Source: an optimization exercise on an open RTL-to-GDS flow (aim: small area). Production flows keep margins and buffers that such runs may drop.
At most, simulation tests tie the RTL to the original design; equivalence was not proved.
Power is estimated from default activity; no workload was simulated.

==> v18 <==
## pfe
module pfe (
    input  wire        clk,
    input  wire        rst,
    input  wire        cmd_valid,
    output wire        cmd_ready,
    input  wire [63:0] cmd,
    output wire        rsp_valid,
    output wire [63:0] rsp,
    output wire        mem_en,
    output wire        mem_we,
    output wire [11:0] mem_addr,
    output wire [7:0]  mem_wdata,
    input  wire [7:0]  mem_rdata
);
clock: 17.0 ns
lec_check: 0
cap_margin: 20
core_margin: 2
core_utilization: 70
cts_cluster_diameter: 100
cts_cluster_size: 30
slew_margin: 20
standard.sh (not shown) runs the stock make flow with config.mk's settings and CLKGATE_MAP_FILE= SYNTH_SCRIPT=/design/flow/synth_recipe.tcl, a recipe that flattens the netlist after the stock synthesis.
==> flow/flow/run.sh <==
#!/bin/bash
# Layout flow: the standard ORFS flow, with the port buffers made of the
# smallest buffer cell. Each make run's full output goes to its own log here.
set -euo pipefail
export BUFFER_PORTS_ARGS="-buffer_cell sky130_fd_sc_hd__buf_1"
bash standard.sh synth > log_synth.txt 2>&1
bash standard.sh finish > log_finish.txt 2>&1
==> v13: changes against v18 <==
--- a/flow/design.v
+++ b/flow/design.v
@@ -31,20 +31,22 @@
                      S_EN   = 5'd12,   
                      S_EB   = 5'd13,   
                      S_EW   = 5'd14,   
                      S_ER   = 5'd15,   
                      S_SR   = 5'd16,   
-                     S_RD   = 5'd17;   
+                     S_RD   = 5'd17,   
+                     S_FD0  = 5'd18,   
+                     S_FD   = 5'd19;   
     localparam [2:0] RC_OK = 3'd0, RC_FAULT = 3'd7;
     reg  [5:0] sp;
     wire [3:0] ph  = sp[3:0];
     wire p0  = (ph == 4'd0);
     wire p15 = (ph == 4'd15);
     wire f0  = (sp == 6'd0);
     wire f63 = (sp == 6'd63);
     wire w0  = (sp[5:4] == 2'd0);
-    reg [15:0] WIDTH, HEIGHT, FRAMES, TROWS, SIZE, CUR, COL, ROW;
+    reg [15:0] WIDTH, HEIGHT, TROWS, SIZE, CUR, COL, ROW;    
     reg [15:0] tW, tH, tF;
     reg [63:0] P;
     reg [1:0]  FMT, TMODE;
     reg        INV, LE, DITHER;
     reg [1:0]  STATE;
@@ -125,11 +127,11 @@
             4'd1:  sbit = (ph < 4'd11) & errw[ph];
             4'd2:  sbit = (ph[3:1] == 3'd0) & (ph[0] ? ALPHASRC : WARN);
             4'd3:  sbit = (ph < 4'd7) & cfgw[ph[2:0]];
             4'd4:  sbit = WIDTH[0];
             4'd5:  sbit = HEIGHT[0];
-            4'd6:  sbit = FRAMES[0];
+            4'd6:  sbit = tH[0];                   
             4'd7:  sbit = TROWS[0];
             4'd8:  sbit = SIZE[0];
             4'd9:  sbit = CUR[0];
             4'd10: sbit = bin & (ph < 4'd3) & COL[0];
             4'd11: sbit = COL[0];
@@ -210,16 +212,15 @@
     wire in_cm = (seq == S_CM);
     wire bit0  = (COL[2:0] == 3'd0);           
     wire [7:0] mask = 8'h80 >> COL[2:0];       
     wire rmw_now = !bit0 && bb;                
     wire wr_en = in_en && p0 && ({1'b0, j} < nbytes);
-    assign mem_en    = wr_en || (in_rd && sp == 6'd16) || (f0 && (in_ew || (in_eb && (bit0 || bb))));
+    assign mem_en    = wr_en || (sp == 6'd16 && (in_rd || (in_eb && fl))) || (f0 && (in_ew || (in_eb && bit0)));
     assign mem_we    = wr_en || (f0 && (in_ew || (in_eb && bit0)));
-    assign mem_addr  = in_rd ? tF[11:0] : CUR[11:0];
+    assign mem_addr  = in_rd ? tF[11:0] : CUR[11:0];    
     assign mem_wdata = in_ew ? (P[7:0] | mask) : in_eb ? {bb, 7'd0} : P[7:0];
-    wire ld_rd = (sp == 6'd1) && in_eb && fl;
-    wire ld_rb = (sp == 6'd17) && in_rd && fl;
+    wire ld_rb = (sp == 6'd17) && (in_rd || in_eb) && fl;
     reg ca_init, cb_init;
     always @(*) begin
         ca_init = 1'b0;
         cb_init = 1'b0;
         if (in_en) begin
@@ -241,10 +242,12 @@
     wire cb_in = p0 ? cb_init : cb;
     wire bw_in = ~p0 & cb;
     wire dv_d  = tW[0] ^ HEIGHT[0] ^ bw_in;
     wire dv_bo = (~tW[0] & HEIGHT[0]) | (~(tW[0] ^ HEIGHT[0]) & bw_in);
     wire zs_in = p0 | zs;
+    wire in_fd = (seq == S_FD);
+    wire fd_inc = tH[0] ^ (p0 | ca);
     wire lt_in = ~p0 & ca;
     wire lt_o  = (~tF[0] & SIZE[0]) | (~(tF[0] ^ SIZE[0]) & lt_in);
     wire cmw = in_cm & w0;
     reg  p_in;
     always @(*) begin
@@ -253,36 +256,32 @@
             S_RD:                 p_in = 1'b0;
             S_LD, S_LT:           p_in = x_str;
             S_MA, S_MB, S_MT:     p_in = m_sum;
             S_TR:                 p_in = w0 & SIZE[0];
             S_EF:                 p_in = ph[3] ? P[0] : fbit;
-            default:              p_in = ld_rd ? mem_rdata[1] : P[0];
+            default:              p_in = P[0];
         endcase
     end
     always @(posedge clk) begin
         WIDTH  <= {cmw ? tW[0] : WIDTH[0],  WIDTH[15:1]};
         HEIGHT <= {cmw ? tH[0] : HEIGHT[0], HEIGHT[15:1]};
-        FRAMES <= {cmw ? tF[0] : FRAMES[0], FRAMES[15:1]};
         SIZE   <= {cmw ? P[0]  : SIZE[0],   SIZE[15:1]};
         TROWS  <= {((seq == S_TR) && w0) ? P[0] : TROWS[0], TROWS[15:1]};
         CUR    <= {~cmw & (CUR[0] ^ (inc_pass & ca_in)), CUR[15:1]};
         COL    <= {~cmw & ~(in_er & w0) & (COL[0] ^ (inc_pass & ~in_er & cb_in)), COL[15:1]};
         ROW    <= {~cmw & (ROW[0] ^ (inc_pass & in_er & cb_in)), ROW[15:1]};
         if (acc) begin
             tW <= c_w;
             tH <= c_h;
             tF <= c_f;
         end else begin
-            tW <= {(seq == S_DV0) ? ROW[0] : (seq == S_DV) ? dv_d : tW[0], tW[15:1]};
-            tH <= {tH[0], tH[15:1]};
+            tW <= {(seq == S_DV0) ? ROW[0] : (seq == S_FD0) ? TROWS[0]
+                   : (seq == S_DV || in_fd) ? dv_d : tW[0], tW[15:1]};
+            tH <= {in_fd ? fd_inc : tH[0], tH[15:1]};
             tF <= {tF[0], tF[15:1]};
         end
         P <= {p_in, P[63:1]};
-        if (ld_rd) begin
-            P[62]  <= mem_rdata[0];
-            P[5:0] <= mem_rdata[7:2];
-        end
         if (ld_rb) P[53:46] <= mem_rdata;
     end
     task automatic answer(input [2:0] rc);
         begin
             code <= rc;
@@ -297,13 +296,13 @@
             ERRINFO  <= info;
             answer(RC_FAULT);
         end
     endtask
     always @(posedge clk) begin
-        ca <= inc_pass ? (CUR[0] & ca_in) : lt_o;
+        ca <= inc_pass ? (CUR[0] & ca_in) : in_fd ? (tH[0] & (p0 | ca)) : lt_o;
         cb <= in_er ? (ROW[0] & cb_in) : inc_pass ? (COL[0] & cb_in) : dv_bo;
-        zs <= zs_in & ~tW[0];
+        zs <= zs_in & ~(in_fd ? dv_d : tW[0]);
         d1 <= f_bit;
         d2 <= d1;
         cy <= ~f63 & ((s1 & s2) | (cy & (s1 | s2)));
         mc <= m_cy;
         if (f0) mx <= P[0];
@@ -373,10 +372,12 @@
                         seq      <= S_WT;
                     end
                 end
             end
             S_WT: if (f63) seq <= S_SR;
+            S_FD0: if (p15) seq <= S_FD;
+            S_FD: if (p15 && zs_in && !dv_d) seq <= S_WT;
             S_EF: begin
                 if (f0) begin
                     fa <= fa_n;
                     fb <= fb_n;
                 end
@@ -457,11 +458,11 @@
                             end
                             OP_RDREG: begin
                                 if (cmd[7:0] > 8'd13) answer(3'd4);
                                 else begin
                                     rsel <= cmd[3:0];
-                                    seq  <= S_SR;
+                                    seq  <= (cmd[3:0] == 4'd6 && !Z) ? S_FD0 : S_SR;
                                 end
                             end
                             default: begin  
                                 if (STATE != ST_DONE)         answer(3'd2);
                                 else if (cmd[49:16] != 34'd0) answer(3'd3);
==> flow/flow/run.sh (replaced) <==
#!/bin/bash
# Layout flow: the standard ORFS flow, with the port buffers made of the
# smallest buffer cell and power recovery (downsizing on paths with slack)
# after global routing. Each make run's full output goes to its own log here.
set -euo pipefail
export BUFFER_PORTS_ARGS="-buffer_cell sky130_fd_sc_hd__buf_1"
export RECOVER_POWER=100
bash standard.sh synth > log_synth.txt 2>&1
bash standard.sh finish > log_finish.txt 2>&1
CTS_BUF_LIST = sky130_fd_sc_hd__clkbuf_8   (was default)
CTS_CLUSTER_DIAMETER = 60   (was 100)
CTS_CLUSTER_SIZE = 16   (was 30)
==> comparison table <==
| quantity | v13 | v18 |
|---|---|---|
| DRT Wirelength | 34.3 mm | 32.3 mm |
| Endpoint of the worst setup timing path | mem_addr[1] | mem_en |
| Largest driver fanout on the critical path | 23 | 18 |
| Share of the synthesized area in compound gates (AO/OA/AOI/OAI) | 0.147 | 0.147 |
| NumNets Final | 1525 | 1473 |
| # Max-Cap Violations | 4 | 0 |
| Met3 Wirelength | 3.84 mm | 3.36 mm |
| Switching portion of total power | 0.297 | 0.267 |
| Power density cells | 109 nW/um^2 | 106 nW/um^2 |
| Number of signal-net inverters in the final layout | 36 | 43 |
| Flop2flop setup slack | 11200 ps | 12490 ps |
| Worst path setup slack after routing | 10140 ps | 10550 ps |
| Worst hold slack after final layout | 330 ps | 335 ps |
| Root buf cell | sky130_fd_sc_hd__clkbuf_8 | sky130_fd_sc_hd__clkbuf_16 |
| Footprint of the flip-flops and latches | 6240 um^2 | 6560 um^2 |
| Cell Count, Final, Fillers Out | 1667 | 1609 |
| Met3 track utilization from global routing | 0.0548 | 0.0629 |
| Maximum operating frequency | 0.146 GHz | 0.155 GHz |
| Simple-Gate Fraction of Synth Area | 0.220 | 0.193 |
| Run status | failed layout checks | complete, no violations |
| Reasons for failing layout checks | max-capacitance violations, max-slew violations | - |
| Met2 layer wire length in the routed design | 15.5 mm | 14.7 mm |
For v13, only the layout was checked, not whether the RTL still works.

## port drivers added, routing unchanged
In the flow no input, the clock included, has a driving cell. The finished layouts below were timed again as built, in two steps. Step 1 assumes that a clkbuf_16 drives the clock port and a buf_2 every other input. Step 2 times the ports against the registers' clock, not the clock port: input delays grow and output delays shrink by t, the midpoint of the rising clock arrivals with the driver on. Three values: no drivers, after step 1, after step 2; two values: the first two.
run | shift t [ns] | slack for setup (ns) | cell pins on the clock port's net
v18 | 0.539 | 10.547 / 10.503 / 10.331 | 1
v13 | 0.602 | 10.145 / 10.104 / 9.653 | 1
For v13, which loses most, drivers alone change the setup slack by -0.041 ns; drivers and shift together by -0.492 ns.
